Source: an optimization exercise on an open RTL-to-GDS flow (aim: small area, a short achievable clock period and few clock cycles per item). Production flows keep margins and buffers that such runs may drop. In this exercise RTL edits were held to simulation tests only and were not proved equivalent to the original. Power is estimated from default activity; no workload was simulated.

## pite_xform
module pite_xform (
    input  wire        clk,
    input  wire        rst_n,         
    input  wire [2:0]  cfg_op,        
    input  wire        cfg_perch,
    input  wire        cfg_chen,
    input  wire [1:0]  cfg_chsel,
    input  wire [31:0] cfg_opnd0,
    input  wire [31:0] cfg_opnd1,
    input  wire [31:0] cfg_opnd2,
    input  wire [7:0]  cfg_outmin,
    input  wire [7:0]  cfg_outmax,
    input  wire [7:0]  cfg_rmin,
    input  wire [7:0]  cfg_rmax,
    input  wire        in_valid,
    output wire        in_ready,
    input  wire [7:0]  in_data,
    input  wire [2:0]  in_tag,
    output wire        out_valid,
    input  wire        out_ready,
    output wire [7:0]  out_data
);
    parameter [8:0] CUT = 9'b0_1010_1010;
    parameter       ATYPE = 1;
    localparam integer NCUT = CUT[1]+CUT[2]+CUT[3]+CUT[4]+CUT[5]+CUT[6]+CUT[7]+CUT[8];
    localparam integer CAP = NCUT + 4;
    localparam OP_SADD   = 3'd1;
    localparam OP_SSUB   = 3'd2;
    localparam OP_SMUL   = 3'd3;
    localparam OP_SDIV   = 3'd4;
    localparam OP_CSTR   = 3'd6;
    localparam OP_BPLANE = 3'd7;
    wire acc   = in_valid & in_ready;
    wire cstr  = (cfg_op == OP_CSTR);
    wire short = (cfg_op == OP_SADD) | (cfg_op == OP_SSUB) | (cfg_op == OP_BPLANE);
    wire [1:0]  k    = in_tag[1:0];
    wire        sel  = !cfg_chen || (k == cfg_chsel);
    wire [31:0] n    = !cfg_perch ? cfg_opnd0 :
                       (k == 2'd1) ? cfg_opnd1 :
                       (k == 2'd2) ? cfg_opnd2 : cfg_opnd0;
    wire        n_hi8  = |n[31:8];
    wire        n_hi24 = |n[31:24];
    wire        n_hi25 = |n[31:25];
    wire        n_zero = ~|n;
    wire [7:0]  v      = in_data;
    wire [8:0]  add9    = {1'b0, v} + {1'b0, n[7:0]};
    wire [7:0]  add_res = (n_hi8 | add9[8]) ? 8'd255 : add9[7:0];
    wire [8:0]  sub9    = {1'b0, v} - {1'b0, n[7:0]};
    wire [7:0]  sub_res = (n_hi8 | sub9[8]) ? 8'd0 : sub9[7:0];
    wire [7:0]  bp_res  = v[in_tag] ? 8'd255 : 8'd0;
    reg  [7:0]  sh_res;
    always @(*) begin
        case (cfg_op)
  ...
make LEC_CHECK=0 ABC_AREA=1 CAP_MARGIN=20 CORE_MARGIN=2 CORE_UTILIZATION=60 SLEW_MARGIN=20 finish   # period 12.5 ns
run.sh (not shown) runs the stock make flow with config.mk's settings and CLKGATE_MAP_FILE= SYNTH_SCRIPT=/design/flow/synth_recipe.tcl, a recipe that flattens the netlist after the stock synthesis.
The starting point completed without violations.
Testbench counts at the start, summed over its fixed seeds: cycles 15,470, items 14,056.
Rerun with:
- CORE_UTILIZATION: 60 -> 40
The new run finished with timing, DRC and antenna clean.
Worst hold slack got worse by 0.017 ns.
Utilization fell by 22 points.
Power goes up by 1.3%.
Register-to-register slack gets better by 0.19 ns.
Global-route usage falls by 9.4 points.
Non-clock buffer count increases by 2.
Worst setup slack improves by 0.016 ns.
Synthesized cell count does not change.

* * *

Another version of the RTL of pite_xform (not shown whole).
Size in the first run: roughly 480 flip-flops.
## pite_xform
module pite_xform (
    input  wire        clk,
    input  wire        rst_n,         
    input  wire [2:0]  cfg_op,        
    input  wire        cfg_perch,
    input  wire        cfg_chen,
    input  wire [1:0]  cfg_chsel,
    input  wire [31:0] cfg_opnd0,
    input  wire [31:0] cfg_opnd1,
    input  wire [31:0] cfg_opnd2,
    input  wire [7:0]  cfg_outmin,
    input  wire [7:0]  cfg_outmax,
    input  wire [7:0]  cfg_rmin,
    input  wire [7:0]  cfg_rmax,
    input  wire        in_valid,
    output wire        in_ready,
    input  wire [7:0]  in_data,
    input  wire [2:0]  in_tag,
    output wire        out_valid,
    input  wire        out_ready,
    output wire [7:0]  out_data
);
==> flow/config.mk <==
export PLATFORM = sky130hd
export DESIGN_NAME = pite_xform
export DESIGN_NICKNAME = pite_xform
export VERILOG_FILES = /design/flow/design.v
export SDC_FILE = /design/flow/constraint.sdc
export NUM_CORES = 4
export LEC_CHECK = 0
export ABC_AREA = 1
export CAP_MARGIN = 20
export CORE_MARGIN = 2
export CORE_UTILIZATION = 40
export SLEW_MARGIN = 20
==> flow/constraint.sdc <==
create_clock -name core_clock -period 12.5 [get_ports {clk}]
set_input_delay 2.5000 -clock core_clock [delete_from_list [all_inputs] [get_ports {clk}]]
set_output_delay 2.5000 -clock core_clock [all_outputs]
set_load 0.01 [all_outputs]
standard.sh (not shown) runs the stock make flow with config.mk's settings and CLKGATE_MAP_FILE= SYNTH_SCRIPT=/design/flow/synth_recipe.tcl, a recipe that flattens the netlist after the stock synthesis.
==> flow/flow/run.sh <==
#!/bin/bash
# Layout flow: the standard flow, with its timing repair aiming at a
# setup slack of SETUP_MARGIN ns instead of 0, so that the resizer also works
# on paths that would already meet the clock period. Each tool's output is
# kept in the ORFS logs under orfs/logs; make's output goes to standard.log.
set -e
SETUP_MARGIN=7
bash standard.sh SETUP_SLACK_MARGIN=$SETUP_MARGIN finish > standard.log 2>&1
Testbench counts at the start, summed over its fixed seeds: cycles 15,741, items 14,056.
==> next run, changes <==
==> flow/run.sh (new file) <==
#!/bin/bash
# synth_recipe.tcl (not shown) runs the flow's synth.tcl, then flattens the netlist and writes it again
# the make line also repeats each setting of config.mk as NAME=value (left out here)
make -C /OpenROAD-flow-scripts/flow DESIGN_CONFIG=/design/flow/config.mk WORK_HOME=/design/flow/orfs CLKGATE_MAP_FILE= SYNTH_SCRIPT=/design/flow/synth_recipe.tcl finish
removed: flow/flow/run.sh
removed: flow/standard.sh
Effect: The new run completed without violations; first-iteration DRC count decreases by 5.4%; area after synthesis is unchanged; final area barely changes; die area stays the same; power stays flat; core utilization hardly moves; setup slack got worse by 0.28 ns; clock-buffer cell count does not change.

what the ideal ports hide:
The results above use ideal ports. As a check the final layouts listed here were re-extracted and re-timed, cells and wires unchanged. Step 1 sets driving cells, clkbuf_16 on the clock port and buf_2 on the other inputs (assumed; they add their load-dependent delay and slew). Step 2 adds t to the input delays and takes it off the output delays; t is the mean of the earliest and latest rising clock arrival at the registers after step 1. Input paths then give back, and output paths get back, about the clock's delay inside the block. Slacks: no drivers / after step 1 / after step 2; pairs: no drivers / after step 1.
run	t (ns)	setup slack, ns	latest minus earliest clock arrival (ns)	worst register clock-pin slew, ns	pins driven straight from the clock port
the first run of note 1	0.643	5.800 / 5.840 / 5.197	0.034 / 0.035	0.07 / 0.07	1
the second run of note 1	0.656	5.817 / 5.857 / 5.201	0.036 / 0.036	0.07 / 0.07	1
the first run of note 2	0.667	7.204 / 7.134 / 7.276	0.033 / 0.033	0.07 / 0.07	1
the second run of note 2	0.666	6.921 / 6.851 / 7.277	0.034 / 0.034	0.07 / 0.07	1
After both steps setup and hold are still met in every run listed. The setup slack of the second run of note 1, which loses most, moves by +0.040 ns with the drivers and by -0.616 ns with both steps.
